Background: an optimization exercise with open tools, aiming at small area, a short achievable clock period and few clock cycles. Do not read the settings as production practice.
The RTL was checked by simulation tests, not by an equivalence proof against the original design.
Power and IR drop assume default switching activity.

## flow/design.v

```verilog
module bilinear_scaler (
    input  wire        clk,
    input  wire        rst,
    input  wire        start,
    input  wire        ch4,
    input  wire [15:0] src_addr,
    input  wire [15:0] dst_addr,
    input  wire [11:0] old_w,
    input  wire [11:0] old_h,
    input  wire [11:0] new_w,
    input  wire [11:0] new_h,
    output reg         busy,
    output reg         done,
    output reg         error,
    output reg         mem_valid,
    output reg         mem_we,
    output reg  [15:0] mem_addr,
    output reg  [7:0]  mem_wdata,
    input  wire        mem_ready,
    input  wire [7:0]  mem_rdata
);
    reg        c4;
    reg [11:0] owm1, ohm1, nw, nh;
    reg [13:0] dnw, dnh;         
    reg [15:0] stride;           
    reg [23:0] den;              
    reg [25:0] den3;             
    reg        fetching;         
    reg [12:0] rx, ry;           
    reg [15:0] pa;               
    reg [15:0] row;              
    reg [15:0] sch;              
    reg [11:0] xc, yc;           
    reg [1:0]  k;                
    reg        par;              
    reg [7:0]  ct0, cb0, ct1, cb1;    
    reg        vt0, vb0, vt1, vb1;
    reg [2:0]  o_tap;            
    reg        mac_hold;         
    reg [3:0]  inflight;         
    reg [15:0] dptr;             
    reg [15:0] dch;              
    reg [5:0]  sv;               
    reg        m_par;
    reg [7:0]  m_p0, m_p1;       
    reg [11:0] m_wx0, m_wx1, m_wy0, m_wy1;
    reg        m_triv, m_lch;
    reg [19:0] ha_s, ha_c;
    reg [19:0] hreg;
    reg [11:0] s_wy0, s_wy1;
    reg        s_triv, s_lch;
    reg [31:0] ps, pc;
    reg [31:0] num;
    reg        a_triv, a_lch;
    reg        den_run;          
    reg [2:0]  den_sv;
    reg        usel;
    reg [23:0] d0_r, d1_r;
    reg [7:0]  d0_l, d1_l;
    reg        d0_triv, d1_triv, d0_lch, d1_lch;
    reg [3:0]  d0_sv, d1_sv;     
    reg [1:0]  qn;
    reg [7:0]  q0, q1;
    reg        q0_lch, q1_lch;
    wire adv   = !mem_valid || mem_ready;
    wire rd_ok = mem_valid && !mem_we;
    wire        xnorm = (rx >= {1'b0, nw});
    wire        ynorm = (ry >= {1'b0, nh});
    wire        xi = (rx != 13'd0);
    wire        yi = (ry != 13'd0);
    wire        triv = !xi && !yi;
    wire [11:0] nrx = nw - rx[11:0];
    wire [11:0] nry = nh - ry[11:0];
    wire [1:0]  cn1 = c4 ? 2'd3 : 2'd2;
    wire [15:0] cval = c4 ? 16'd4 : 16'd3;
    wire va = par ? vt1 : vt0;
    wire vb = par ? vt0 : vt1;
    wire vc = par ? vb1 : vb0;
    wire vd = par ? vb0 : vb1;
    wire arr_a = rd_ok && o_tap[1:0] == 2'd0;
    wire arr_b = rd_ok && o_tap[1:0] == 2'd1;
    wire arr_c = rd_ok && o_tap[1:0] == 2'd2;
    wire arr_d = rd_ok && o_tap[1:0] == 2'd3;
    wire miss_a = !(va || arr_a);
    wire miss_b = xi && !(vb || arr_b);
    wire miss_c = yi && !(vc || arr_c);
    wire miss_d = xi && yi && !(vd || arr_d);
    wire pos_ok = fetching && !xnorm && !ynorm;
    wire any_miss = miss_a || miss_b || miss_c || miss_d;
    wire rd_place = pos_ok && any_miss;
    wire issue    = pos_ok && !any_miss && !mac_hold;
    reg  [1:0]  rtap;
    reg  [15:0] toff;
    always @(*) begin
        if (miss_a)      begin rtap = 2'd0; toff = 16'd0;          end
        else if (miss_b) begin rtap = 2'd1; toff = cval;           end
        else if (miss_c) begin rtap = 2'd2; toff = stride;         end
        else             begin rtap = 2'd3; toff = stride + cval;  end
    end
    wire [15:0] rd_addr = pa + toff;
    wire [12:0] rxa = rx + {1'b0, owm1};
    wire [13:0] rxb = {1'b0, rx} + dnw;
    wire        rxw = !rxb[13];
    wire [12:0] rya = ry + {1'b0, ohm1};
    wire [13:0] ryb = {1'b0, ry} + dnh;
    wire        ryw = !ryb[13];
    wire [7:0] ia = arr_a ? mem_rdata : (par ? ct1 : ct0);
    wire [7:0] ib = arr_b ? mem_rdata : (par ? ct0 : ct1);
    wire [7:0] tc = m_par ? cb1 : cb0;
    wire [7:0] td = m_par ? cb0 : cb1;
    wire [19:0] ha_s_c, ha_c_c;
    csa_mac2 u_h (.p0(m_p0), .p1(m_p1), .w0(m_wx0), .w1(m_wx1),
                  .s(ha_s_c), .c(ha_c_c));
    wire [31:0] ps_c, pc_c;
    csa_mul u_mul (.a(hreg), .b(s_wy0), .s(ps_c), .c(pc_c));
    wire [31:0] sum_c = (sv[4] ? num : 32'd0) + ps + pc;
    wire [25:0] t0  = {d0_r, d0_l[7:6]};
    wire [26:0] t0a = {1'b0, t0} - {3'b0, den};
    wire [26:0] t0b = {1'b0, t0} - {2'b0, den, 1'b0};
    wire [26:0] t0c = {1'b0, t0} - {1'b0, den3};
    wire [23:0] n0_r = !t0c[26] ? t0c[23:0] : !t0b[26] ? t0b[23:0] :
                       !t0a[26] ? t0a[23:0] : t0[23:0];
    wire [7:0]  n0_l = {d0_l[5:0], !t0b[26], !t0c[26] | (!t0a[26] & t0b[26])};
    wire [25:0] t1  = {d1_r, d1_l[7:6]};
    wire [26:0] t1a = {1'b0, t1} - {3'b0, den};
    wire [26:0] t1b = {1'b0, t1} - {2'b0, den, 1'b0};
    wire [26:0] t1c = {1'b0, t1} - {1'b0, den3};
    wire [23:0] n1_r = !t1c[26] ? t1c[23:0] : !t1b[26] ? t1b[23:0] :
                       !t1a[26] ? t1a[23:0] : t1[23:0];
    wire [7:0]  n1_l = {d1_l[5:0], !t1b[26], !t1c[26] | (!t1a[26] & t1b[26])};
    wire       res0 = d0_sv[3];
    wire       res1 = d1_sv[3];
    wire       res_now = res0 || res1;
    wire [7:0] res_q = res0 ? (d0_triv ? d0_l : n0_l) : (d1_triv ? d1_l : n1_l);
    wire       res_lch = res0 ? d0_lch : d1_lch;
    wire wr_now = (qn != 2'd0) && (!rd_place || qn == 2'd2 || (qn == 2'd1 && res_now));
    wire last_px = (xc == 12'd0) && (yc == 12'd0);
    always @(posedge clk) begin
        if (rst) begin
            busy      <= 1'b0;
            done      <= 1'b0;
            error     <= 1'b0;
            mem_valid <= 1'b0;
            mem_we    <= 1'b0;
            fetching  <= 1'b0;
            inflight  <= 4'd0;
            sv        <= 6'd0;
            den_run   <= 1'b0;
            den_sv    <= 3'd0;
            d0_sv     <= 4'd0;
            d1_sv     <= 4'd0;
            qn        <= 2'd0;
        end else if (!busy) begin
            done      <= 1'b0;
            mem_valid <= 1'b0;
            if (start) begin
                c4     <= ch4;
                owm1   <= old_w - 12'd1;
                ohm1   <= old_h - 12'd1;
                dnw    <= {2'b0, old_w} - 14'd1 - {2'b0, new_w};
                dnh    <= {2'b0, old_h} - 14'd1 - {2'b0, new_h};
                nw     <= new_w;
                nh     <= new_h;
                stride <= ch4 ? {2'b0, old_w, 2'b0} : {4'b0, old_w} + {3'b0, old_w, 1'b0};
                hreg   <= {8'd0, new_w};
                s_wy0  <= new_h;
                den_sv <= 3'b001;
                sv     <= 6'd0;
                d0_sv  <= 4'd0;
                d1_sv  <= 4'd0;
                usel   <= 1'b0;
                qn     <= 2'd0;
                pa     <= src_addr;
                row    <= src_addr;
                sch    <= src_addr;
                dptr   <= dst_addr;
                dch    <= dst_addr;
                rx     <= 13'd0;
                ry     <= 13'd0;
                xc     <= new_w - 12'd1;
                yc     <= new_h - 12'd1;
                k      <= 2'd0;
                par    <= 1'b0;
                ct0 <= 8'd0; cb0 <= 8'd0; ct1 <= 8'd0; cb1 <= 8'd0;
                vt0 <= 1'b0; vb0 <= 1'b0; vt1 <= 1'b0; vb1 <= 1'b0;
                mac_hold <= 1'b0;
                inflight <= 4'd0;
                error  <= 1'b0;
                if (old_w == 12'd0 || old_h == 12'd0 ||
                    new_w == 12'd0 || new_h == 12'd0) begin
                    error <= 1'b1;
                    done  <= 1'b1;
                end else begin
                    busy     <= 1'b1;
                    fetching <= 1'b1;
                end
            end
        end else if (adv) begin
            sv <= {sv[4:0], issue};
            if (sv[0]) begin
                m_p0 <= tc;
                m_p1 <= td;
            end
            if (sv[0] || sv[1]) begin
                ha_s <= ha_s_c;
                ha_c <= ha_c_c;
            end
            if (sv[1] || sv[2])
                hreg <= ha_s + ha_c;
            if (sv[1]) begin
                s_wy0  <= m_wy0;
                s_wy1  <= m_wy1;
                s_triv <= m_triv;
                s_lch  <= m_lch;
            end
            if (sv[2])
                s_wy0 <= s_wy1;
            ps <= ps_c;
            pc <= pc_c;
            den_sv <= {den_sv[1:0], 1'b0};
            if (sv[3] || den_sv[1])
                num <= sum_c;
            if (den_sv[2])
                den <= num[23:0];
            den3 <= {2'b0, den} + {1'b0, den, 1'b0};
            if (sv[3]) begin
                a_triv <= s_triv;
                a_lch  <= s_lch;
            end
            d0_sv <= {d0_sv[2:0], sv[4] && !usel};
            d1_sv <= {d1_sv[2:0], sv[4] && usel};
            if (sv[4])
                usel <= !usel;
            if (sv[4] && !usel) begin
                d0_r    <= sum_c[31:8];
                d0_l    <= sum_c[7:0];
                d0_triv <= a_triv;
                d0_lch  <= a_lch;
            end else if (!d0_triv) begin
                d0_r <= n0_r;
                d0_l <= n0_l;
            end
            if (sv[4] && usel) begin
                d1_r    <= sum_c[31:8];
                d1_l    <= sum_c[7:0];
                d1_triv <= a_triv;
                d1_lch  <= a_lch;
            end else if (!d1_triv) begin
                d1_r <= n1_r;
                d1_l <= n1_l;
            end
            case ({res_now, wr_now})
                2'b10: begin
                    if (qn == 2'd0) begin q0 <= res_q; q0_lch <= res_lch; end
                    else            begin q1 <= res_q; q1_lch <= res_lch; end
                    qn <= qn + 2'd1;
                end
                2'b01: begin
                    q0 <= q1; q0_lch <= q1_lch;
                    qn <= qn - 2'd1;
                end
                2'b11: begin
                    if (qn == 2'd1) begin q0 <= res_q; q0_lch <= res_lch; end
                    else begin q0 <= q1; q0_lch <= q1_lch; q1 <= res_q; q1_lch <= res_lch; end
                end
                default: ;
            endcase
            if (rd_ok) begin
                case ({o_tap[1], o_tap[0] ^ o_tap[2]})
                    2'b00: ct0 <= mem_rdata;
                    2'b01: ct1 <= mem_rdata;
                    2'b10: cb0 <= mem_rdata;
                    default: cb1 <= mem_rdata;
                endcase
                case ({o_tap[1], o_tap[0] ^ o_tap[2]})
                    2'b00: vt0 <= 1'b1;
                    2'b01: vt1 <= 1'b1;
                    2'b10: vb0 <= 1'b1;
                    default: vb1 <= 1'b1;
                endcase
            end
            mac_hold <= issue;
            if (wr_now) begin
                mem_valid <= 1'b1;
                mem_we    <= 1'b1;
                mem_addr  <= dptr;
                mem_wdata <= q0;
                if (q0_lch) begin
                    dptr <= dch + 16'd1;
                    dch  <= dch + 16'd1;
                end else begin
                    dptr <= dptr + cval;
                end
            end else if (rd_place) begin
                mem_valid <= 1'b1;
                mem_we    <= 1'b0;
                mem_addr  <= rd_addr;
                o_tap     <= {par, rtap};
            end else begin
                mem_valid <= 1'b0;
                mem_we    <= 1'b0;
            end
            inflight <= inflight + {3'd0, issue} - {3'd0, wr_now};
            if (issue) begin
                m_par  <= par;
                m_p0   <= ia;
                m_p1   <= ib;
                m_wx0  <= triv ? 12'd1 : nrx;
                m_wx1  <= rx[11:0];
                m_wy0  <= triv ? 12'd1 : nry;
                m_wy1  <= ry[11:0];
                m_triv <= triv;
                m_lch  <= last_px;
                if (xc != 12'd0) begin
                    xc <= xc - 12'd1;
                    if (rxw) begin
                        rx  <= rxb[12:0];
                        pa  <= pa + cval;
                        par <= !par;
                        if (par) begin vt1 <= 1'b0; vb1 <= 1'b0; end
                        else     begin vt0 <= 1'b0; vb0 <= 1'b0; end
                    end else begin
                        rx <= rxa;
                    end
                end else begin
                    vt0 <= 1'b0; vb0 <= 1'b0; vt1 <= 1'b0; vb1 <= 1'b0;
                    rx <= 13'd0;
                    xc <= nw - 12'd1;
                    if (yc != 12'd0) begin
                        yc <= yc - 12'd1;
                        if (ryw) begin
                            ry  <= ryb[12:0];
                            row <= row + stride;
                            pa  <= row + stride;
                        end else begin
                            ry  <= rya;
                            pa  <= row;
                        end
                    end else if (k != cn1) begin
                        k   <= k + 2'd1;
                        yc  <= nh - 12'd1;
                        ry  <= 13'd0;
                        sch <= sch + 16'd1;
                        row <= sch + 16'd1;
                        pa  <= sch + 16'd1;
                    end else begin
                        fetching <= 1'b0;
                    end
                end
            end else if (fetching && xnorm) begin
                rx  <= rx - {1'b0, nw};
                pa  <= pa + cval;
                par <= !par;
                if (par) begin vt1 <= 1'b0; vb1 <= 1'b0; end
                else     begin vt0 <= 1'b0; vb0 <= 1'b0; end
            end else if (fetching && ynorm) begin
                ry  <= ry - {1'b0, nh};
                row <= row + stride;
                pa  <= row + stride;
            end
            if (!fetching && inflight == 4'd0) begin
                busy      <= 1'b0;
                done      <= 1'b1;
                mem_valid <= 1'b0;
                mem_we    <= 1'b0;
            end
        end
    end
endmodule
module csa_mul (
    input  wire [19:0] a,
    input  wire [11:0] b,
    output wire [31:0] s,
    output wire [31:0] c
);
    wire [31:0] r0 = b[0] ? ({12'd0, a} << 0) : 32'd0;
    wire [31:0] r1 = b[1] ? ({12'd0, a} << 1) : 32'd0;
    wire [31:0] r2 = b[2] ? ({12'd0, a} << 2) : 32'd0;
    wire [31:0] r3 = b[3] ? ({12'd0, a} << 3) : 32'd0;
    wire [31:0] r4 = b[4] ? ({12'd0, a} << 4) : 32'd0;
    wire [31:0] r5 = b[5] ? ({12'd0, a} << 5) : 32'd0;
    wire [31:0] r6 = b[6] ? ({12'd0, a} << 6) : 32'd0;
    wire [31:0] r7 = b[7] ? ({12'd0, a} << 7) : 32'd0;
    wire [31:0] r8 = b[8] ? ({12'd0, a} << 8) : 32'd0;
    wire [31:0] r9 = b[9] ? ({12'd0, a} << 9) : 32'd0;
    wire [31:0] r10 = b[10] ? ({12'd0, a} << 10) : 32'd0;
    wire [31:0] r11 = b[11] ? ({12'd0, a} << 11) : 32'd0;
    wire [31:0] s0_0 = r0 ^ r1 ^ r2;
    wire [31:0] c0_0_m = (r0 & r1) | (r0 & r2) | (r1 & r2);
    wire [31:0] c0_0 = {c0_0_m[30:0], 1'b0};
    wire [31:0] s0_1 = r3 ^ r4 ^ r5;
    wire [31:0] c0_1_m = (r3 & r4) | (r3 & r5) | (r4 & r5);
    wire [31:0] c0_1 = {c0_1_m[30:0], 1'b0};
    wire [31:0] s0_2 = r6 ^ r7 ^ r8;
    wire [31:0] c0_2_m = (r6 & r7) | (r6 & r8) | (r7 & r8);
    wire [31:0] c0_2 = {c0_2_m[30:0], 1'b0};
    wire [31:0] s0_3 = r9 ^ r10 ^ r11;
    wire [31:0] c0_3_m = (r9 & r10) | (r9 & r11) | (r10 & r11);
    wire [31:0] c0_3 = {c0_3_m[30:0], 1'b0};
    wire [31:0] s1_0 = s0_0 ^ c0_0 ^ s0_1;
    wire [31:0] c1_0_m = (s0_0 & c0_0) | (s0_0 & s0_1) | (c0_0 & s0_1);
    wire [31:0] c1_0 = {c1_0_m[30:0], 1'b0};
    wire [31:0] s1_1 = c0_1 ^ s0_2 ^ c0_2;
    wire [31:0] c1_1_m = (c0_1 & s0_2) | (c0_1 & c0_2) | (s0_2 & c0_2);
    wire [31:0] c1_1 = {c1_1_m[30:0], 1'b0};
    wire [31:0] s2_0 = s1_0 ^ c1_0 ^ s1_1;
    wire [31:0] c2_0_m = (s1_0 & c1_0) | (s1_0 & s1_1) | (c1_0 & s1_1);
    wire [31:0] c2_0 = {c2_0_m[30:0], 1'b0};
    wire [31:0] s2_1 = c1_1 ^ s0_3 ^ c0_3;
    wire [31:0] c2_1_m = (c1_1 & s0_3) | (c1_1 & c0_3) | (s0_3 & c0_3);
    wire [31:0] c2_1 = {c2_1_m[30:0], 1'b0};
    wire [31:0] s3_0 = s2_0 ^ c2_0 ^ s2_1;
    wire [31:0] c3_0_m = (s2_0 & c2_0) | (s2_0 & s2_1) | (c2_0 & s2_1);
    wire [31:0] c3_0 = {c3_0_m[30:0], 1'b0};
    wire [31:0] s4_0 = s3_0 ^ c3_0 ^ c2_1;
    wire [31:0] c4_0_m = (s3_0 & c3_0) | (s3_0 & c2_1) | (c3_0 & c2_1);
    wire [31:0] c4_0 = {c4_0_m[30:0], 1'b0};
    assign s = s4_0;
    assign c = c4_0;
endmodule
module csa_mac2 (
    input  wire [7:0] p0,
    input  wire [7:0] p1,
    input  wire [11:0] w0,
    input  wire [11:0] w1,
    output wire [19:0] s,
    output wire [19:0] c
);
    wire [19:0] r0_0 = p0[0] ? ({8'd0, w0} << 0) : 20'd0;
    wire [19:0] r0_1 = p0[1] ? ({8'd0, w0} << 1) : 20'd0;
    wire [19:0] r0_2 = p0[2] ? ({8'd0, w0} << 2) : 20'd0;
    wire [19:0] r0_3 = p0[3] ? ({8'd0, w0} << 3) : 20'd0;
    wire [19:0] r0_4 = p0[4] ? ({8'd0, w0} << 4) : 20'd0;
    wire [19:0] r0_5 = p0[5] ? ({8'd0, w0} << 5) : 20'd0;
    wire [19:0] r0_6 = p0[6] ? ({8'd0, w0} << 6) : 20'd0;
    wire [19:0] r0_7 = p0[7] ? ({8'd0, w0} << 7) : 20'd0;
    wire [19:0] r1_0 = p1[0] ? ({8'd0, w1} << 0) : 20'd0;
    wire [19:0] r1_1 = p1[1] ? ({8'd0, w1} << 1) : 20'd0;
    wire [19:0] r1_2 = p1[2] ? ({8'd0, w1} << 2) : 20'd0;
    wire [19:0] r1_3 = p1[3] ? ({8'd0, w1} << 3) : 20'd0;
    wire [19:0] r1_4 = p1[4] ? ({8'd0, w1} << 4) : 20'd0;
    wire [19:0] r1_5 = p1[5] ? ({8'd0, w1} << 5) : 20'd0;
    wire [19:0] r1_6 = p1[6] ? ({8'd0, w1} << 6) : 20'd0;
    wire [19:0] r1_7 = p1[7] ? ({8'd0, w1} << 7) : 20'd0;
    wire [19:0] s0_0 = r0_0 ^ r0_1 ^ r0_2;
    wire [19:0] c0_0_m = (r0_0 & r0_1) | (r0_0 & r0_2) | (r0_1 & r0_2);
    wire [19:0] c0_0 = {c0_0_m[18:0], 1'b0};
    wire [19:0] s0_1 = r0_3 ^ r0_4 ^ r0_5;
    wire [19:0] c0_1_m = (r0_3 & r0_4) | (r0_3 & r0_5) | (r0_4 & r0_5);
    wire [19:0] c0_1 = {c0_1_m[18:0], 1'b0};
    wire [19:0] s0_2 = r0_6 ^ r0_7 ^ r1_0;
    wire [19:0] c0_2_m = (r0_6 & r0_7) | (r0_6 & r1_0) | (r0_7 & r1_0);
    wire [19:0] c0_2 = {c0_2_m[18:0], 1'b0};
    wire [19:0] s0_3 = r1_1 ^ r1_2 ^ r1_3;
    wire [19:0] c0_3_m = (r1_1 & r1_2) | (r1_1 & r1_3) | (r1_2 & r1_3);
    wire [19:0] c0_3 = {c0_3_m[18:0], 1'b0};
    wire [19:0] s0_4 = r1_4 ^ r1_5 ^ r1_6;
    wire [19:0] c0_4_m = (r1_4 & r1_5) | (r1_4 & r1_6) | (r1_5 & r1_6);
    wire [19:0] c0_4 = {c0_4_m[18:0], 1'b0};
    wire [19:0] s1_0 = s0_0 ^ c0_0 ^ s0_1;
    wire [19:0] c1_0_m = (s0_0 & c0_0) | (s0_0 & s0_1) | (c0_0 & s0_1);
    wire [19:0] c1_0 = {c1_0_m[18:0], 1'b0};
    wire [19:0] s1_1 = c0_1 ^ s0_2 ^ c0_2;
    wire [19:0] c1_1_m = (c0_1 & s0_2) | (c0_1 & c0_2) | (s0_2 & c0_2);
    wire [19:0] c1_1 = {c1_1_m[18:0], 1'b0};
    wire [19:0] s1_2 = s0_3 ^ c0_3 ^ s0_4;
    wire [19:0] c1_2_m = (s0_3 & c0_3) | (s0_3 & s0_4) | (c0_3 & s0_4);
    wire [19:0] c1_2 = {c1_2_m[18:0], 1'b0};
    wire [19:0] s2_0 = s1_0 ^ c1_0 ^ s1_1;
    wire [19:0] c2_0_m = (s1_0 & c1_0) | (s1_0 & s1_1) | (c1_0 & s1_1);
    wire [19:0] c2_0 = {c2_0_m[18:0], 1'b0};
    wire [19:0] s2_1 = c1_1 ^ s1_2 ^ c1_2;
    wire [19:0] c2_1_m = (c1_1 & s1_2) | (c1_1 & c1_2) | (s1_2 & c1_2);
    wire [19:0] c2_1 = {c2_1_m[18:0], 1'b0};
    wire [19:0] s3_0 = s2_0 ^ c2_0 ^ s2_1;
    wire [19:0] c3_0_m = (s2_0 & c2_0) | (s2_0 & s2_1) | (c2_0 & s2_1);
    wire [19:0] c3_0 = {c3_0_m[18:0], 1'b0};
    wire [19:0] s3_1 = c2_1 ^ c0_4 ^ r1_7;
    wire [19:0] c3_1_m = (c2_1 & c0_4) | (c2_1 & r1_7) | (c0_4 & r1_7);
    wire [19:0] c3_1 = {c3_1_m[18:0], 1'b0};
    wire [19:0] s4_0 = s3_0 ^ c3_0 ^ s3_1;
    wire [19:0] c4_0_m = (s3_0 & c3_0) | (s3_0 & s3_1) | (c3_0 & s3_1);
    wire [19:0] c4_0 = {c4_0_m[18:0], 1'b0};
    wire [19:0] s5_0 = s4_0 ^ c4_0 ^ c3_1;
    wire [19:0] c5_0_m = (s4_0 & c4_0) | (s4_0 & c3_1) | (c4_0 & c3_1);
    wire [19:0] c5_0 = {c5_0_m[18:0], 1'b0};
    assign s = s5_0;
    assign c = c5_0;
endmodule
```

## flow/run.sh

```bash
#!/bin/bash
# synth_recipe.tcl (not shown) runs the flow's synth.tcl, then flattens the netlist and writes it again
# the make line also repeats each setting of config.mk as NAME=value (left out here)
make -C /OpenROAD-flow-scripts/flow DESIGN_CONFIG=/design/flow/config.mk WORK_HOME=/design/flow/orfs CLKGATE_MAP_FILE= SYNTH_SCRIPT=/design/flow/synth_recipe.tcl finish
```

## flow/config.mk

```make
export PLATFORM = sky130hd
export DESIGN_NAME = bilinear_scaler
export DESIGN_NICKNAME = bilinear_scaler
export VERILOG_FILES = /design/flow/design.v
export SDC_FILE = /design/flow/constraint.sdc
export NUM_CORES = 4
export LEC_CHECK = 0
export CAP_MARGIN = 20
export CORE_MARGIN = 2
export CORE_UTILIZATION = 40
export SLEW_MARGIN = 20
```

## flow/constraint.sdc

```tcl
create_clock -name core_clock -period 13.0 [get_ports {clk}]
set_input_delay 2.6000 -clock core_clock [delete_from_list [all_inputs] [get_ports {clk}]]
set_output_delay 2.6000 -clock core_clock [all_outputs]
set_load 0.01 [all_outputs]
```

==> qor.csv, run 1 <==
metric,value,unit
cts_sinks,694,
clockRootBuffer,clkbuf_16,
cts_buffers,82,
required,13.43,ns
fin_skew,0.0530,ns
min_period,5.63,ns
status,no timing/DRC/antenna violations,
num_vias,42900,
gr-total-overflow,0,
ys_types,89,
gp_congestion,0.896,
first_pass_iters,7,
final_nets,6905,
crit_slowest_cell,clkdlybuf4s50_1,
cts_tree,built,
io_buffers,121,
detail-route-antenna-nets,0,
pre_cts_slack,6.69,ns
grtUsageTotal,20.3,%
rows,140,
finalWorstSetupSlack,7.37,ns
grt_max_degree,124,
synth_ff_type,edfxtp_1,
htree_num_levels,3,
design_area,64900,sq um
dp.cells,7761,
crit_path_frequent_cell,a21boi_0,
syn-num-nets,6860,
crit_fanout,5,
grt_pass1_vias,43800,
ir_drop,0.0941,mV
worstPathCellList,"clkdlybuf4s50_1, inv_1, ha_1, a21boi_0, xnor2_1, ha_1, a21boi_0, o21ai_0, a21boi_0, o21ai_0, a21boi_0, o21a_1, o21ai_0, a21boi_0, xor2_1",
dp_hpwl,122000,um
async_flop_share,0,%
grt_pass1_wl,242000,um
core,146000,sq um
antenna_found_initial,11,
p_total,6.99,mW
drive_gt1_share,4.43,%
slew_viol_final,0,
clk_pin_slew_worst_paths,0.06,ns
ctsHoldBuffers,0,
clk_path_buf_depth,3,
io_pins,122,
placedInstanceArea,62100,sq um
crit_type,in -> reg,
finalNonFillerCells,7921,
fin_setup_tns,0,ns
max_slew.worst_pin.slew,1.04,ns
synth_edf_count,666,
start_util,40.4,%
fmax,178,MHz
postSynthCellCount,5885,
worstSetupStartpointType,input port,
setup-violations-final,0,
cp-end-kind,flip-flop,
dieArea,150000,sq um
holdWs,0.416,ns
cts_resized,0,
maxSlewHeadroom,30.7,%
drt_wl_total,154000,um
cts_setup_buffers,0,
die_h,388,um
max_cap_violations,0,
hold_path_class,reg -> reg,
drc,0,
post-route-util,44.5,%
leakagePower,26.5,nW
areaGrowthSynthToFinish,10.3,%
wl_per_cell,19.4,um
first_iter_violations,3059,
power_density,108,nW/um^2
vias_per_cell,5.42,
synth_area,58900,sq um
clk_latency,0.70,ns
ys_seq_elements,694,
yosysSeqAreaShare,34.9,%
grt_setup_unrepaired,no,
period_share,43.3,%
die_w,388,um
cpPeakStageDelay,0.58,ns
syn_avg_cell_area,10.0,sq um
arrival,6.06,ns
final-hold-violation-count,0,
yosysWarnings,1,
==> final timing paths <==
| kind | from | end | slack [ns] | cells past startpoint |
|---|---|---|---|---|
| max | old_w[2] | dnw[11]$_DFFE_PP_ | 7.37 | 15 |
| max reg2reg | ry[1]$_SDFFCE_PN0P_ | inflight[2]$_SDFFE_PP0P_ | 7.37 | 17 |
| min reg2reg | m_wy1[3]$_DFFE_PP_ | s_wy1[3]$_DFFE_PP_ | 0.42 | 0 |
| min | m_wy1[3]$_DFFE_PP_ | s_wy1[3]$_DFFE_PP_ | 0.42 | 0 |
==> flip-flops by register name, summed over array words and instances, names as in the netlist, 20 cells and up <==
name / count
num: 32
d1_r: 24
pc: 26
hreg: 20
ha_s: 20
ps: 32
d0_r: 24
den: 24
den3: 26
==> critical path, delay by kind of cell <==
kind / cells / cell delay, ns
XOR/XNOR: 2 / 0.27
buffers and inverters: 2 / 0.72
adder cells (fa/ha/maj): 2 / 0.54
AO/OA/AOI/OAI: 9 / 1.92
==> metal layers <==
metal	global-route usage (%)	part of all wire (%)	vias up
met1	26.6	44	21000
li1	-	-	20600
met3	2.85	5.4	193
met2	34.5	48	1077
met5	0	0.017	-
met4	6.75	2.7	4
==> cell usage after synthesis (all sizes together), types with 9 or more instances <==
cell | n | share of area [%]
o21a | 51 | 0.65
a211oi | 54 | 0.69
buf | 40 | 0.34
o21bai | 35 | 0.45
a211o | 14 | 0.21
edfxtp | 666 | 34
mux2i | 112 | 1.9
dfxtp | 28 | 0.95
mux2 | 23 | 0.44
o31a | 10 | 0.15
and2 | 360 | 3.8
xnor2 | 232 | 3.5
o22ai | 25 | 0.27
nand2 | 450 | 2.9
ha | 494 | 10
nor4 | 25 | 0.29
nand4 | 30 | 0.33
a21boi | 36 | 0.46
a21oi | 409 | 3.5
nand3 | 100 | 0.86
and3 | 38 | 0.40
a22oi | 14 | 0.19
nor2b | 70 | 0.74
a21o | 123 | 1.6
nand2b | 61 | 0.65
o22a | 11 | 0.16
o2111ai | 11 | 0.16
a221oi | 15 | 0.22
a31oi | 52 | 0.55
nor3 | 96 | 0.83
clkbuf | 169 | 1.1
a22o | 9 | 0.13
fa | 388 | 13
o31ai | 21 | 0.27
inv | 573 | 3.7
nor2 | 428 | 2.7
o211ai | 40 | 0.51
or3 | 23 | 0.24
or2 | 15 | 0.16
o21ai | 248 | 2.1
xor2 | 171 | 2.5
==> report_power, final <==
part / total [mW] / internal [mW] / switching [mW]
logic: 1.85 / 0.736 / 1.12
registers: 2.78 / 2.67 / 0.111
clock network: 2.36 / 1.37 / 0.993
==> cell usage in the layout (no fill, tap or decap), types with 24 or more instances in the layout <==
cell type,netlist,final
a21boi_0,36,36
and2_1,359,358
nand2_1,450,450
and3_1,38,38
edfxtp_1,666,666
buf_4,0,46
clkbuf_16,0,84
xor2_1,171,170
dfxtp_1,28,27
nand4_1,29,29
nor3_1,95,95
o21bai_1,35,35
a21oi_1,407,403
mux2i_1,112,112
nor2_1,425,418
nand3_1,99,99
a21o_1,123,123
a211oi_1,54,54
xnor2_1,232,230
a31oi_1,52,52
inv_1,571,571
nand2b_1,61,60
nor2b_1,70,70
fa_1,388,388
o22ai_1,25,24
clkdlybuf4s50_1,0,121
o21ai_0,240,240
o21a_1,51,51
ha_1,494,494
o211ai_1,40,40
==> layout make-up <==
cell class | instances | area (sq um)
inverters | 575 | 2160
clock inverters | 53 | 557
diodes | 6 | 15.0
multi-input cells | 4407 | 35500
well taps | 1917 | 2400
repair buffers | 170 | 1590
fillers | 13800 | 81000
flip-flops and latches | 694 | 20600
clock buffers | 99 | 2180
==> kinds of logic (layout without fill, tap and decap cells) <==
group	count (synthesis)	in the layout	share of synthesized area (%)
muxes	135	135	2.34
adders and majority gates	882	882	23.7
AOI/OAI and AO/OA	1266	1266	13.7
xor gates and xnor gates	403	403	5.99
and+or+nand+nor	1721	1721	14.3
buffers and inverters	784	897	5.09
DFF	694	694	34.9
other	0	6	0
Testbench counts, summed over its fixed seeds: cycles 104,732.
==> run 2: changes to the inputs <==
--- a/flow/config.mk
+++ b/flow/config.mk
@@ -7,5 +7,6 @@
 export LEC_CHECK = 0
 export CAP_MARGIN = 20
 export CORE_MARGIN = 2
-export CORE_UTILIZATION = 40
+export CORE_UTILIZATION = 65
+export PLACE_DENSITY = 0.75
 export SLEW_MARGIN = 20
==> qor.csv, run 2 <==
metric,value,unit,change
drive_gt1_share,4.34,%,-0.094 points
crit_fanout,5,,unchanged
final_cell_mix,"edfxtp_1, inv_1, ha_1",,
cts_setup_buffers,0,,unchanged
htree_num_levels,3,,unchanged
cts_resized,0,,unchanged
die_h,305,um,-21%
grt_max_degree,60,,-52%
io_pins,122,,unchanged
fmax,175,MHz,-1.3%
die_w,305,um,-21%
rows,110,,-21%
arrival,6.08,ns,+0.02 ns
clk_latency,0.64,ns,-0.06 ns
reg_top3,"num (32), ps (32)",,
antenna_found_initial,2,,-9
worstSetupStartpointType,input port,,
vias_per_cell,6.19,,+14%
clk_pin_slew_worst_paths,0.06,ns,about the same
dp_hpwl,119000,um,-2.6%
syn_avg_cell_area,10.0,sq um,unchanged
final_nets,6904,,-0.014%
yosysTopAreaCellShare,34.0,%,unchanged
gp_congestion,0.976,,+8.9%
holdWs,0.417,ns,+0.00100 ns
ys_types,89,,unchanged
fin_setup_tns,0,ns,unchanged
grt_pass1_vias,44700,,+2.0%
clockRootBuffer,clkbuf_16,,
cts_tree,built,,
required,13.38,ns,-0.05 ns
leakagePower,26.4,nW,-0.27%
io_buffers,121,,unchanged
slew_viol_final,0,,unchanged
maxSlewHeadroom,32.4,%,+1.7 points
gr-total-overflow,0,,unchanged
max_slew.worst_pin.slew,1.01,ns,-0.0257 ns
first_iter_violations,3807,,+24%
postSynthCellCount,5885,,unchanged
ir_drop,0.146,mV,+55%
dieArea,93000,sq um,-38%
core,89900,sq um,-38%
min_period,5.71,ns,+0.0735 ns
drt_wl_total,152000,um,-0.99%
yosysMostFrequentCell,edfxtp_1,,
syn-num-nets,6860,,unchanged
num_vias,44300,,+3.3%
yosysWarnings,1,,unchanged
async_flop_share,0,%,unchanged
diodes,0,,-6
final-hold-violation-count,0,,unchanged
drc,0,,unchanged
cts_buffers,79,,-3.7%
hold_path_class,reg -> reg,,
synth_edf_count,666,,unchanged
max_cap_violations,0,,unchanged
grt_setup_unrepaired,no,,
cts_sinks,694,,unchanged
fin_skew,0.0280,ns,-0.0251 ns
synth.top_cells.by_area,"edfxtp_1, fa_1, ha_1",,
p_total,6.89,mW,-1.5%
yosys-top-cells-count,"edfxtp_1, inv_1, ha_1, nand2_1, nor2_1",,
wl_per_cell,21.3,um,+9.5%
status,no timing/DRC/antenna violations,,
pre_cts_slack,6.66,ns,-0.0269 ns
clk_path_buf_depth,3,,unchanged
finalWorstSetupSlack,7.29,ns,-0.0735 ns
mostFrequentLayoutCell,edfxtp_1,,
synth_ff_type,edfxtp_1,,
crit_type,in -> reg,,
dp.cells,7022,,-9.5%
start_util,65.5,%,+25 points
ys_seq_elements,694,,unchanged
setup-violations-final,0,,unchanged
netlist.top_cell.by_area,edfxtp_1,,
power_density,108,nW/um^2,+0.22%
synth_area,58900,sq um,unchanged
finalNonFillerCells,7165,,-9.5%
period_share,43.9,%,+0.57 points
first_pass_iters,7,,unchanged
yosysSeqAreaShare,34.9,%,unchanged
grtUsageTotal,32.8,%,+12 points
detail-route-antenna-nets,0,,unchanged
grt_pass1_wl,241000,um,-0.67%
areaGrowthSynthToFinish,8.40,%,
ctsHoldBuffers,0,,unchanged
fillerInstances,6787,,-51%
cp-end-kind,flip-flop,,
run 2: cell counts after synthesis:
Identical to the previous run, type by type.
run 2: worst max-delay path, cell delays in order:
cell and delay (ns):
clkdlybuf4s50_1 0.58, inv_1 0.14, ha_1 0.20, a21boi_0 0.33
xnor2_1 0.21, ha_1 0.30, a21boi_0 0.15, o21ai_0 0.26
a21boi_0 0.15, o21ai_0 0.24, a21boi_0 0.18, o21a_1 0.22
o21ai_0 0.21, a21boi_0 0.16, xor2_1 0.16
run 2: layout make-up:
type	count	area (sq um)	area share, %
multi-input cells	4407	35500	55.6
clock inverters	30	278	0.435
well taps	1176	1470	2.30
clock buffers	111	2290	3.59
repair buffers	172	1600	2.50
flip-flops and latches	694	20600	32.2
inverters	575	2160	3.39
run 2: per-layer routing:
layer | vias to the layer above | GRT usage, % | routed length (um)
li1 | 20600 | - | -
met1 | 21800 | 42.6 | 61900
met2 | 1621 | 56.8 | 74800
met3 | 328 | 4.49 | 10600
met4 | 2 | 10.9 | 5030
met5 | - | 0 | 11
run 2: logic make-up (layout without fill, tap and decap cells):
logic type	Yosys count	after routing	share of synthesized area, %
mux	135	135	2.34
compound gates	1266	1266	13.7
xor+xnor	403	403	5.99
buf+inv	784	888	5.09
fa+ha+maj	882	882	23.7
flops	694	694	34.9
simple gates	1721	1721	14.3
run 2: where the power goes:
part           switching, mW  internal (mW)  total, mW  leakage (nW)
registers              0.109           2.67       2.78          6.35
logic                   1.13          0.739       1.87          18.8
clock network          0.930           1.31       2.24          1.27
run 2: path summary, 6_finish.rpt:
kind | startpoint | to | slack (ns) | cells after the start
worst max-delay path | old_w[2] | dnw[11]$_DFFE_PP_ | 7.29 | 15
worst max register to register | ry[1]$_SDFFCE_PN0P_ | inflight[2]$_SDFFE_PP0P_ | 7.59 | 17
worst min register to register | q0[2]$_DFFE_PP_ | mem_wdata[2]$_DFFE_PP_ | 0.42 | 0
worst min-delay path | q0[2]$_DFFE_PP_ | mem_wdata[2]$_DFFE_PP_ | 0.42 | 0
run 2: stage by stage:
step / utilization (%) / cell area, sq um
3_3_place_gp: 68.1 / 61200
5_1_grt: 71.0 / 63800
3_5_place_dp: 68.1 / 61200
2_1_floorplan: - / 58900
6_report: 71.0 / 63800
4_1_cts: 71.0 / 63800
==> run 3: changes to the inputs <==
--- a/flow/design.v
+++ b/flow/design.v
@@ -59,9 +59,8 @@
     reg [7:0]  d0_l, d1_l;
     reg        d0_triv, d1_triv, d0_lch, d1_lch;
     reg [3:0]  d0_sv, d1_sv;     
-    reg [1:0]  qn;
-    reg [7:0]  q0, q1;
-    reg        q0_lch, q1_lch;
+    reg [2:0]  qn, qw, qr;
+    reg [8:0]  qd0, qd1, qd2, qd3, qd4, qd5;    
     wire adv   = !mem_valid || mem_ready;
     wire rd_ok = mem_valid && !mem_we;
     wire        xnorm = (rx >= {1'b0, nw});
@@ -88,7 +87,7 @@
     wire pos_ok = fetching && !xnorm && !ynorm;
     wire any_miss = miss_a || miss_b || miss_c || miss_d;
     wire rd_place = pos_ok && any_miss;
-    wire issue    = pos_ok && !any_miss && !mac_hold;
+    wire issue    = pos_ok && !any_miss && !mac_hold && (inflight != 4'd6);
     reg  [1:0]  rtap;
     reg  [15:0] toff;
     always @(*) begin
@@ -133,8 +132,28 @@
     wire       res_now = res0 || res1;
     wire [7:0] res_q = res0 ? (d0_triv ? d0_l : n0_l) : (d1_triv ? d1_l : n1_l);
     wire       res_lch = res0 ? d0_lch : d1_lch;
-    wire wr_now = (qn != 2'd0) && (!rd_place || qn == 2'd2 || (qn == 2'd1 && res_now));
+    wire wr_now = (qn != 3'd0) && (!rd_place || qn[2:1] != 2'b00 || res_now);
+    reg  [8:0] qh;
+    always @(*) begin
+        case (qr)
+            3'd0: qh = qd0;
+            3'd1: qh = qd1;
+            3'd2: qh = qd2;
+            3'd3: qh = qd3;
+            3'd4: qh = qd4;
+            default: qh = qd5;
+        endcase
+    end
     wire last_px = (xc == 12'd0) && (yc == 12'd0);
+    wire load = !busy && start;
+    always @(posedge clk) begin
+        ha_s <= ha_s_c;
+        ha_c <= ha_c_c;
+        hreg <= load ? {8'd0, new_w} : ha_s + ha_c;
+        ps   <= ps_c;
+        pc   <= pc_c;
+        den3 <= {2'b0, den} + {1'b0, den, 1'b0};
+    end
     always @(posedge clk) begin
         if (rst) begin
             busy      <= 1'b0;
@@ -149,7 +168,7 @@
             den_sv    <= 3'd0;
             d0_sv     <= 4'd0;
             d1_sv     <= 4'd0;
-            qn        <= 2'd0;
+            qn        <= 3'd0;
         end else if (!busy) begin
             done      <= 1'b0;
             mem_valid <= 1'b0;
@@ -162,14 +181,15 @@
                 nw     <= new_w;
                 nh     <= new_h;
                 stride <= ch4 ? {2'b0, old_w, 2'b0} : {4'b0, old_w} + {3'b0, old_w, 1'b0};
-                hreg   <= {8'd0, new_w};
                 s_wy0  <= new_h;
                 den_sv <= 3'b001;
                 sv     <= 6'd0;
                 d0_sv  <= 4'd0;
                 d1_sv  <= 4'd0;
                 usel   <= 1'b0;
-                qn     <= 2'd0;
+                qn     <= 3'd0;
+                qw     <= 3'd0;
+                qr     <= 3'd0;
                 pa     <= src_addr;
                 row    <= src_addr;
                 sch    <= src_addr;
@@ -195,18 +215,12 @@
                     fetching <= 1'b1;
                 end
             end
-        end else if (adv) begin
-            sv <= {sv[4:0], issue};
+        end else begin
+            sv <= {sv[4:0], issue && adv};
             if (sv[0]) begin
                 m_p0 <= tc;
                 m_p1 <= td;
             end
-            if (sv[0] || sv[1]) begin
-                ha_s <= ha_s_c;
-                ha_c <= ha_c_c;
-            end
-            if (sv[1] || sv[2])
-                hreg <= ha_s + ha_c;
             if (sv[1]) begin
                 s_wy0  <= m_wy0;
                 s_wy1  <= m_wy1;
@@ -215,14 +229,11 @@
             end
             if (sv[2])
                 s_wy0 <= s_wy1;
-            ps <= ps_c;
-            pc <= pc_c;
             den_sv <= {den_sv[1:0], 1'b0};
             if (sv[3] || den_sv[1])
                 num <= sum_c;
             if (den_sv[2])
                 den <= num[23:0];
-            den3 <= {2'b0, den} + {1'b0, den, 1'b0};
             if (sv[3]) begin
                 a_triv <= s_triv;
                 a_lch  <= s_lch;
@@ -249,22 +260,21 @@
                 d1_r <= n1_r;
                 d1_l <= n1_l;
             end
-            case ({res_now, wr_now})
-                2'b10: begin
-                    if (qn == 2'd0) begin q0 <= res_q; q0_lch <= res_lch; end
-                    else            begin q1 <= res_q; q1_lch <= res_lch; end
-                    qn <= qn + 2'd1;
-                end
-                2'b01: begin
-                    q0 <= q1; q0_lch <= q1_lch;
-                    qn <= qn - 2'd1;
-                end
-                2'b11: begin
-                    if (qn == 2'd1) begin q0 <= res_q; q0_lch <= res_lch; end
-                    else begin q0 <= q1; q0_lch <= q1_lch; q1 <= res_q; q1_lch <= res_lch; end
-                end
-                default: ;
-            endcase
+            if (res_now) begin
+                case (qw)
+                    3'd0: qd0 <= {res_lch, res_q};
+                    3'd1: qd1 <= {res_lch, res_q};
+                    3'd2: qd2 <= {res_lch, res_q};
+                    3'd3: qd3 <= {res_lch, res_q};
+                    3'd4: qd4 <= {res_lch, res_q};
+                    default: qd5 <= {res_lch, res_q};
+                endcase
+                qw <= (qw == 3'd5) ? 3'd0 : qw + 3'd1;
+            end
+            if (adv && wr_now)
+                qr <= (qr == 3'd5) ? 3'd0 : qr + 3'd1;
+            qn <= qn + {2'd0, res_now} - {2'd0, adv && wr_now};
+          if (adv) begin
             if (rd_ok) begin
                 case ({o_tap[1], o_tap[0] ^ o_tap[2]})
                     2'b00: ct0 <= mem_rdata;
@@ -284,8 +294,8 @@
                 mem_valid <= 1'b1;
                 mem_we    <= 1'b1;
                 mem_addr  <= dptr;
-                mem_wdata <= q0;
-                if (q0_lch) begin
+                mem_wdata <= qh[7:0];
+                if (qh[8]) begin
                     dptr <= dch + 16'd1;
                     dch  <= dch + 16'd1;
                 end else begin
@@ -364,6 +374,7 @@
                 mem_valid <= 1'b0;
                 mem_we    <= 1'b0;
             end
+          end
         end
     end
 endmodule
--- a/flow/config.mk
+++ b/flow/config.mk
@@ -7,6 +7,5 @@
 export LEC_CHECK = 0
 export CAP_MARGIN = 20
 export CORE_MARGIN = 2
-export CORE_UTILIZATION = 65
-export PLACE_DENSITY = 0.75
+export CORE_UTILIZATION = 40
 export SLEW_MARGIN = 20
==> qor.csv, run 3 <==
metric,value,unit,change
reg_top3,"num (32), ps (32)",,
max_cap_violations,0,,unchanged
cts_resized,0,,unchanged
synth_ff_type,edfxtp_1,,
placedInstanceArea,63600,sq um,+3.8%
die_w,392,um,+29%
grt_use_met1,27.8,%,-15 points
crit_slowest_cell,nor4_4,,
htree_num_levels,3,,unchanged
io_buffers,121,,unchanged
drive_gt1_share,4.44,%,+0.094 points
gp_congestion,0.895,,-8.3%
max_slew.worst_pin.slew,1.13,ns,+0.118 ns
cpPeakStageDelay,0.81,ns,+0.23 ns
fin_setup_tns,0,ns,unchanged
antenna_found_initial,5,,+3
synth.top_cells.by_area,"edfxtp_1, fa_1, ha_1",,
busiest_layer,met2,,
worstSetupStartpointType,flip-flop,,
rows,142,,+29%
synth_edf_count,568,,-15%
fmax,173,MHz,-1.2%
mostFrequentLayoutCell,inv_1,,
grtUsageTotal,20.8,%,-12 points
cts_sinks,737,,+6.2%
num_vias,45000,,+1.5%
final-hold-violation-count,0,,unchanged
maxSlewHeadroom,24.4,%,-8.0 points
grt_max_degree,62,,+3.3%
grt_setup_unrepaired,no,,
ir_drop,0.160,mV,+10%
vias_per_cell,5.42,,-12%
cts_setup_buffers,0,,unchanged
gr-total-overflow,0,,unchanged
grt_pass1_vias,45100,,+0.95%
grt_use_met2,35.0,%,-22 points
min_period,5.77,ns,+0.0669 ns
detail-route-antenna-nets,0,,unchanged
cts_buffers,86,,+8.9%
drt_wl_total,159000,um,+4.4%
required,13.35,ns,-0.03 ns
yosys-top-cells-count,"inv_1, edfxtp_1, nand2_1, ha_1, nor2_1",,
async_flop_share,0,%,unchanged
core,150000,sq um,+66%
arrival,6.12,ns,+0.04 ns
clockRootBuffer,clkbuf_16,,
clk_latency,0.72,ns,+0.08 ns
final_nets,7203,,+4.3%
worstPathCellList,"nor4_1, nand4_1, a31o_2, a41o_1, or3_1, nor4_4, inv_2, nor2_4, buf_4",,
ys_types,84,,-5.6%
postSynthCellCount,6180,,+5.0%
crit_type,reg -> reg,,
yosysSeqAreaShare,33.9,%,-0.97 points
period_share,44.4,%,+0.51 points
first_pass_iters,6,,-1
crit_fanout,27,,+22
io_pins,122,,unchanged
clk_pin_slew_worst_paths,0.06,ns,about the same
yosysTopAreaCellShare,28.3,%,-5.6 points
cp-end-kind,flip-flop,,
power_density,143,nW/um^2,+33%
yosysMostFrequentCell,inv_1,,
yosysWarnings,1,,unchanged
dieArea,154000,sq um,+65%
gr-usage-met3,2.53,%,-2.0 points
hold_path_class,reg -> reg,,
dp_hpwl,125000,um,+5.3%
post-route-util,44.5,%,-27 points
syn_avg_cell_area,9.74,sq um,-2.6%
drc,0,,unchanged
syn-num-nets,7167,,+4.5%
wl_per_cell,19.1,um,-10%
grt_pass1_wl,253000,um,+5.1%
status,no timing/DRC/antenna violations,,
ctsHoldBuffers,0,,unchanged
ys_seq_elements,737,,+6.2%
setup-violations-final,0,,unchanged
slew_viol_final,0,,unchanged
first_iter_violations,2901,,-24%
die_h,392,um,+29%
start_util,40.3,%,-25 points
fillerInstances,14400,,+110%
leakagePower,27.4,nW,+3.5%
design_area,66500,sq um,+4.2%
final_cell_mix,"inv_1, edfxtp_1, nand2_1",,
clk_path_buf_depth,3,,unchanged
netlist.top_cell.by_area,edfxtp_1,,
cts_tree,built,,
fin_skew,0.0544,ns,+0.0264 ns
areaGrowthSynthToFinish,10.4,%,
synth_area,60200,sq um,+2.3%
[run 3: changes by cell type after synthesis, sizes merged, moves of 18 or more]
cell / delta
clkbuf: +25
o21ai: +61
a21oi: -18
xor2: -24
nand2: +58
o211ai: +29
mux2i: -18
dfxtp: +141
edfxtp: -98
[run 3: kinds of logic after synthesis]
group           Yosys count  synth area share [%]
fa+ha+maj               894                  23.4
xor+xnor                385                  5.60
buf+inv                 801                  5.02
simple gates           1818                  14.8
flops                   737                  33.9
mux                     120                  2.05
compound gates         1425                  15.2
[run 3: path summary, 6_finish.rpt]
| kind | depth (start not counted) | to | from | slack [ns] |
|---|---|---|---|---|
| max | 9 | m_wx1[3]$_DFFE_PP_ | rx[1]$_SDFFCE_PN0P_ | 7.23 |
| max reg2reg | 9 | m_wx1[3]$_DFFE_PP_ | rx[1]$_SDFFCE_PN0P_ | 7.23 |
| min | 0 | s_wy1[9]$_DFFE_PP_ | m_wy1[9]$_DFFE_PP_ | 0.42 |
| min reg2reg | 0 | s_wy1[9]$_DFFE_PP_ | m_wy1[9]$_DFFE_PP_ | 0.42 |
[run 3: area by class of cell]
cell class	count	area, sq um	share of cell area (%)
tap	2016	2520	3.79
timing repair buffer	166	1550	2.33
multi-input combinational	4642	36900	55.5
clock inverter	49	523	0.786
antenna	1	2.50	0.00376
clock buffer	113	2400	3.61
sequential	737	20400	30.7
inverter	583	2190	3.29
[run 3: routing by layer]
layer | vias up | wire [um]
li1 | 21800 | -
met1 | 21900 | 71800
met2 | 1060 | 75400
met3 | 229 | 7280
met5 | - | 23
met4 | 4 | 4570
[run 3: power by group]
group	internal, mW	switching [mW]	leakage (nW)
logic	1.63	2.32	19.3
registers	2.87	0.212	6.62
clock network	1.42	1.08	1.39
total	5.91	3.61	27.4
[run 3: worst max-delay path, delay by kind of cell, from the launching register on]
family	cells	cell delay, ns
buffers and inverters	2	0.86
AO/OA/AOI/OAI	2	0.73
AND/OR/NAND/NOR	5	3.22
flip-flops	1	0.58
[run 3: through the flow]
step	worst slack [ns]	instances	total power [mW]	hold WS [ns]
after floorplan	4.74	6180	5.88	0.399
after global placement	6.86	8144	7.16	0.405
after detailed placement	6.82	8144	7.14	0.405
after CTS	7.06	8306	9.73	0.402
after global routing	6.95	8306	10.4	0.409
final	7.23	8307	9.52	0.418
Testbench counts of run 3, summed over its fixed seeds: cycles 104,732.
==> run 4: changes to the inputs <==
--- a/flow/design.v
+++ b/flow/design.v
@@ -20,6 +20,7 @@
     input  wire [7:0]  mem_rdata
 );
     reg        c4;
+    reg [11:0] ow, oh;           
     reg [11:0] owm1, ohm1, nw, nh;
     reg [13:0] dnw, dnh;         
     reg [15:0] stride;           
@@ -63,10 +64,9 @@
     reg [8:0]  qd0, qd1, qd2, qd3, qd4, qd5;    
     wire adv   = !mem_valid || mem_ready;
     wire rd_ok = mem_valid && !mem_we;
-    wire        xnorm = (rx >= {1'b0, nw});
-    wire        ynorm = (ry >= {1'b0, nh});
-    wire        xi = (rx != 13'd0);
-    wire        yi = (ry != 13'd0);
+    reg         xnorm, ynorm, xi, yi;
+    wire [12:0] rxn = rx - {1'b0, nw};
+    wire [12:0] ryn = ry - {1'b0, nh};
     wire        triv = !xi && !yi;
     wire [11:0] nrx = nw - rx[11:0];
     wire [11:0] nry = nh - ry[11:0];
@@ -144,7 +144,9 @@
             default: qh = qd5;
         endcase
     end
-    wire last_px = (xc == 12'd0) && (yc == 12'd0);
+    wire [3:0] inflight_p1 = inflight + 4'd1;
+    wire [3:0] inflight_m1 = inflight - 4'd1;
+    wire last_px = (xc == 12'd1) && (yc == 12'd1);
     wire load = !busy && start;
     always @(posedge clk) begin
         ha_s <= ha_s_c;
@@ -153,6 +155,11 @@
         ps   <= ps_c;
         pc   <= pc_c;
         den3 <= {2'b0, den} + {1'b0, den, 1'b0};
+        owm1   <= ow - 12'd1;
+        ohm1   <= oh - 12'd1;
+        dnw    <= {2'b0, ow} - 14'd1 - {2'b0, nw};
+        dnh    <= {2'b0, oh} - 14'd1 - {2'b0, nh};
+        stride <= c4 ? {2'b0, ow, 2'b0} : {4'b0, ow} + {3'b0, ow, 1'b0};
     end
     always @(posedge clk) begin
         if (rst) begin
@@ -174,13 +181,10 @@
             mem_valid <= 1'b0;
             if (start) begin
                 c4     <= ch4;
-                owm1   <= old_w - 12'd1;
-                ohm1   <= old_h - 12'd1;
-                dnw    <= {2'b0, old_w} - 14'd1 - {2'b0, new_w};
-                dnh    <= {2'b0, old_h} - 14'd1 - {2'b0, new_h};
+                ow     <= old_w;
+                oh     <= old_h;
                 nw     <= new_w;
                 nh     <= new_h;
-                stride <= ch4 ? {2'b0, old_w, 2'b0} : {4'b0, old_w} + {3'b0, old_w, 1'b0};
                 s_wy0  <= new_h;
                 den_sv <= 3'b001;
                 sv     <= 6'd0;
@@ -197,8 +201,12 @@
                 dch    <= dst_addr;
                 rx     <= 13'd0;
                 ry     <= 13'd0;
-                xc     <= new_w - 12'd1;
-                yc     <= new_h - 12'd1;
+                xnorm  <= 1'b0;
+                ynorm  <= 1'b0;
+                xi     <= 1'b0;
+                yi     <= 1'b0;
+                xc     <= new_w;
+                yc     <= new_h;
                 k      <= 2'd0;
                 par    <= 1'b0;
                 ct0 <= 8'd0; cb0 <= 8'd0; ct1 <= 8'd0; cb1 <= 8'd0;
@@ -310,7 +318,10 @@
                 mem_valid <= 1'b0;
                 mem_we    <= 1'b0;
             end
-            inflight <= inflight + {3'd0, issue} - {3'd0, wr_now};
+            if (issue && !wr_now)
+                inflight <= inflight_p1;
+            else if (!issue && wr_now)
+                inflight <= inflight_m1;
             if (issue) begin
                 m_par  <= par;
                 m_p0   <= ia;
@@ -321,35 +332,43 @@
                 m_wy1  <= ry[11:0];
                 m_triv <= triv;
                 m_lch  <= last_px;
-                if (xc != 12'd0) begin
+                if (xc != 12'd1) begin
                     xc <= xc - 12'd1;
                     if (rxw) begin
                         rx  <= rxb[12:0];
+                        xnorm <= (rxb[12:0] >= {1'b0, nw});
+                        xi  <= (rxb[12:0] != 13'd0);
                         pa  <= pa + cval;
                         par <= !par;
                         if (par) begin vt1 <= 1'b0; vb1 <= 1'b0; end
                         else     begin vt0 <= 1'b0; vb0 <= 1'b0; end
                     end else begin
                         rx <= rxa;
+                        xi <= (rxa != 13'd0);
                     end
                 end else begin
                     vt0 <= 1'b0; vb0 <= 1'b0; vt1 <= 1'b0; vb1 <= 1'b0;
                     rx <= 13'd0;
-                    xc <= nw - 12'd1;
-                    if (yc != 12'd0) begin
+                    xi <= 1'b0;
+                    xc <= nw;
+                    if (yc != 12'd1) begin
                         yc <= yc - 12'd1;
                         if (ryw) begin
                             ry  <= ryb[12:0];
+                            ynorm <= (ryb[12:0] >= {1'b0, nh});
+                            yi  <= (ryb[12:0] != 13'd0);
                             row <= row + stride;
                             pa  <= row + stride;
                         end else begin
                             ry  <= rya;
+                            yi  <= (rya != 13'd0);
                             pa  <= row;
                         end
                     end else if (k != cn1) begin
                         k   <= k + 2'd1;
-                        yc  <= nh - 12'd1;
+                        yc  <= nh;
                         ry  <= 13'd0;
+                        yi  <= 1'b0;
                         sch <= sch + 16'd1;
                         row <= sch + 16'd1;
                         pa  <= sch + 16'd1;
@@ -358,13 +377,17 @@
                     end
                 end
             end else if (fetching && xnorm) begin
-                rx  <= rx - {1'b0, nw};
+                rx  <= rxn;
+                xnorm <= (rxn >= {1'b0, nw});
+                xi  <= (rxn != 13'd0);
                 pa  <= pa + cval;
                 par <= !par;
                 if (par) begin vt1 <= 1'b0; vb1 <= 1'b0; end
                 else     begin vt0 <= 1'b0; vb0 <= 1'b0; end
             end else if (fetching && ynorm) begin
-                ry  <= ry - {1'b0, nh};
+                ry  <= ryn;
+                ynorm <= (ryn >= {1'b0, nh});
+                yi  <= (ryn != 13'd0);
                 row <= row + stride;
                 pa  <= row + stride;
             end
==> qor.csv, run 4 <==
metric,value,unit,change
swShare,37.9,%,about the same
synth_ff_type,edfxtp_1,,
htree_num_levels,3,,unchanged
wl_per_cell,19.4,um,+1.4%
clk_pin_slew_worst_paths,0.06,ns,about the same
max_slew.worst_pin.slew,1.09,ns,-0.0362 ns
seq_area,20600,sq um,+0.88%
clk_path_buf_depth,3,,unchanged
setup-violations-final,0,,unchanged
path_delay_family,buffers and inverters,,
drive_gt1_share,4.73,%,+0.29 points
worst_hold_path.num_cells,0,,unchanged
fmax,171,MHz,-1.3%
num_vias,46600,,+3.6%
cts_tree,built,,
cts_buffers,90,,+4.7%
hold_start,m_wy1[10]$_DFFE_PP_,,
switching_power,3.96,mW,+10%
r2r_start,sv[4]$_SDFFE_PP0N_,,
cpPeakStageDelay,0.94,ns,+0.13 ns
crit_type,in -> reg,,
max_cap_violations,0,,unchanged
whs_endpoint,s_wy1[10]$_DFFE_PP_,,
drt_wl_total,166000,um,+4.1%
vias_per_cell,5.46,,+0.84%
grt_setup_unrepaired,no,,
crit_slowest_cell,o22ai_2,,
r2r-end,d1_r[23]$_DFFE_PP_,,
synth_area,61800,sq um,+2.6%
antenna_found_initial,6,,+1
final-hold-violation-count,0,,unchanged
grtUsageTotal,21.0,%,+0.22 points
path_buf_inv,5,,+3
gr-total-overflow,0,,unchanged
gp_congestion,0.916,,+2.4%
min_period,5.85,ns,+0.0731 ns
worstSetupStartpointType,input port,,
core,154000,sq um,+2.7%
first_pass_iters,8,,+2
cts_resized,0,,unchanged
status,no timing/DRC/antenna violations,,
first_iter_violations,3344,,+15%
r2r_setup_slack,7.88,ns,+0.65 ns
die_h,397,um,+1.3%
arrival,6.27,ns,+0.15 ns
yosysMostFrequentCell,inv_1,,
clkPwrFrac,27.0,%,+0.8 points
hold_path_class,reg -> reg,,
period_share,45.0,%,+0.56 points
yosysSeqAreaShare,33.4,%,-0.56 points
yosysWarnings,1,,unchanged
internal_power,6.51,mW,+10%
rows,144,,+1.4%
postSynthCellCount,6385,,+3.3%
multi_input_comb_area,38300,sq um,+3.8%
detail-route-antenna-nets,0,,unchanged
worstPathCellList,"clkdlybuf4s50_1, buf_4, nand2b_1, inv_2, buf_4, nand2_1, o22ai_2, nor2b_1, buf_4",,
fillerInstances,14600,,+1.5%
crit_fanout,48,,+78%
ctsHoldBuffers,0,,unchanged
syn_avg_cell_area,9.67,sq um,-0.73%
start_util,40.2,%,-0.066 points
ff2ff_path_depth,14,,+5
io_buffers,121,,unchanged
yosys-top-cells-count,"inv_1, ha_1, nand2_1, edfxtp_1, nor2_1",,
cts_sinks,765,,+3.8%
ir_drop,0.167,mV,+3.9%
ys_seq_elements,765,,+3.8%
die_w,397,um,+1.3%
drc,0,,unchanged
async_flop_share,0,%,unchanged
leakagePower,28.6,nW,+4.4%
clk_latency,0.72,ns,about the same
netlist.top_cell.by_area,edfxtp_1,,
final_cell_mix,"inv_1, ha_1, nand2_1",,
power_density,153,nW/um^2,+6.7%
dieArea,158000,sq um,+2.5%
dp_hpwl,130000,um,+3.8%
crit_path_frequent_cell,buf_4,,
yosysTopAreaCellShare,25.8,%,-2.6 points
reg_top3,"num (32), ps (32)",,
required,13.42,ns,+0.07 ns
clockRootBuffer,clkbuf_16,,
io_pins,122,,unchanged
grt_pass1_vias,46700,,+3.6%
ys_types,87,,+3.6%
cts_setup_buffers,0,,unchanged
syn-num-nets,7420,,+3.5%
synth.top_cells.by_area,"edfxtp_1, fa_1, ha_1",,
fin_skew,0.0358,ns,-0.0185 ns
areaGrowthSynthToFinish,11.0,%,
cp-end-kind,flip-flop,,
grt_pass1_wl,263000,um,+3.8%
fin_setup_tns,0,ns,unchanged
maxSlewHeadroom,27.1,%,+2.7 points
slew_viol_final,0,,unchanged
final_nets,7450,,+3.4%
sequentialPowerShare,30.7,%,-1.6 points
post-route-util,44.6,%,+0.16 points
mostFrequentLayoutCell,inv_1,,
grt_max_degree,83,,+34%
synth_edf_count,530,,-6.7%
combinationalPowerShare,42.4,%,+1.0 points
[run 4: how the worst max path moves through the flow]
| stage | from | cells past startpoint | to |
|---|---|---|---|
| 3_3_place_gp | rst | 9 | dch[9]$_DFFE_PP_ |
| 5_1_grt | rst | 9 | dch[12]$_DFFE_PP_ |
| 2_1_floorplan | rst | 5 | m_lch$_DFFE_PP_ |
| 3_5_place_dp | rst | 9 | dch[11]$_DFFE_PP_ |
| 6_report | rst | 9 | dch[7]$_DFFE_PP_ |
| 4_1_cts | rst | 9 | dch[15]$_DFFE_PP_ |
[run 4: power groups by stage]
stage,logic (mW),registers (mW),clock network (mW)
2_1_floorplan,3.26,3.11,0
3_3_place_gp,4.46,3.26,0
3_5_place_dp,4.51,3.27,0
4_1_cts,4.58,3.22,2.88
5_1_grt,5.22,3.25,2.98
6_report,4.44,3.21,2.82
[run 4: logic make-up after synthesis]
kind of cell / Yosys count / synth area share (%)
multiplexers: 141 / 2.34
AO/OA/AOI/OAI: 1445 / 15.2
adder cells (fa/ha/maj): 942 / 23.8
XOR/XNOR: 380 / 5.39
flip-flops: 765 / 33.4
AND/OR/NAND/NOR: 1907 / 15.0
buffers and inverters: 805 / 4.92
[run 4: area by class of cell]
cell class	instances	share of cell area (%)
multi-input cells	4815	55.8
flip-flops and latches	765	30.1
clock inverters	50	1.17
inverters	572	3.13
clock buffers	118	3.69
diodes	1	0.00365
well taps	2044	3.73
repair buffers	171	2.38
[run 4: worst register-to-register path: stages, from the launching register on]
cell and delay [ns]:
dfxtp_1 0.44, buf_4 0.32, and2_1 0.18, ha_1 0.23, ha_1 0.23, fa_1 0.49, a211oi_1 0.31, o21ai_0 0.16
a31oi_1 0.41, o31ai_1 0.28, a2111oi_0 0.75, nor3_1 0.26, o41ai_2 0.32, xnor2_1 0.24, o22a_1 0.25
[run 4: layer usage]
layer  global-route usage (%)  part of all wire (%)  up-vias
li1                         -                     -    22500
met1                     27.8                    44    22700
met2                     35.2                    47     1202
met3                     2.69                   4.8      312
met4                     7.73                   3.8        6
met5                        0                 0.022        -
[run 4: stage by stage]
stage	setup slack (ns)	hold slack (ns)	area, sq um	power [mW]	instances
floorplan	7.14	0.399	61800	6.37	6385
global placement	6.47	0.403	65100	7.72	8363
detailed placement	6.43	0.405	65200	7.78	8364
CTS	7.22	0.420	68500	10.7	8532
global route	6.97	0.424	68600	11.4	8535
finish	7.15	0.420	68600	10.5	8536
Testbench counts of run 4, summed over its fixed seeds: cycles 104,732.

==> separate check: timing with driven ports <==
No port has a modelled driver above. Below, the same layouts with a new extraction and two added sets of constraints.
Step 1, drivers: a clkbuf_16 drives clk and a buf_2 each remaining input, both assumed.
Step 2, shift: input delay + t, output delay - t, t = (earliest + latest rising clock arrival at the registers) / 2. This alone moves slack from input paths to output paths.
Three values: ideal, step 1, step 2; two values: the first two.
run	shift t [ns]	setup slack, ns	slew at the worst register clock pin (ns)
run 1	0.747	7.366 / 7.370 / 6.668	0.07 / 0.07
run 2	0.699	7.293 / 7.342 / 6.643	0.07 / 0.07
run 3	0.770	7.226 / 7.226 / 6.833	0.07 / 0.07
run 4	0.782	7.153 / 7.205 / 6.422	0.07 / 0.07
After both steps every run listed still meets setup and hold. The setup slack of run 4, which loses most, moves by +0.052 ns with the drivers and by -0.731 ns with both steps.
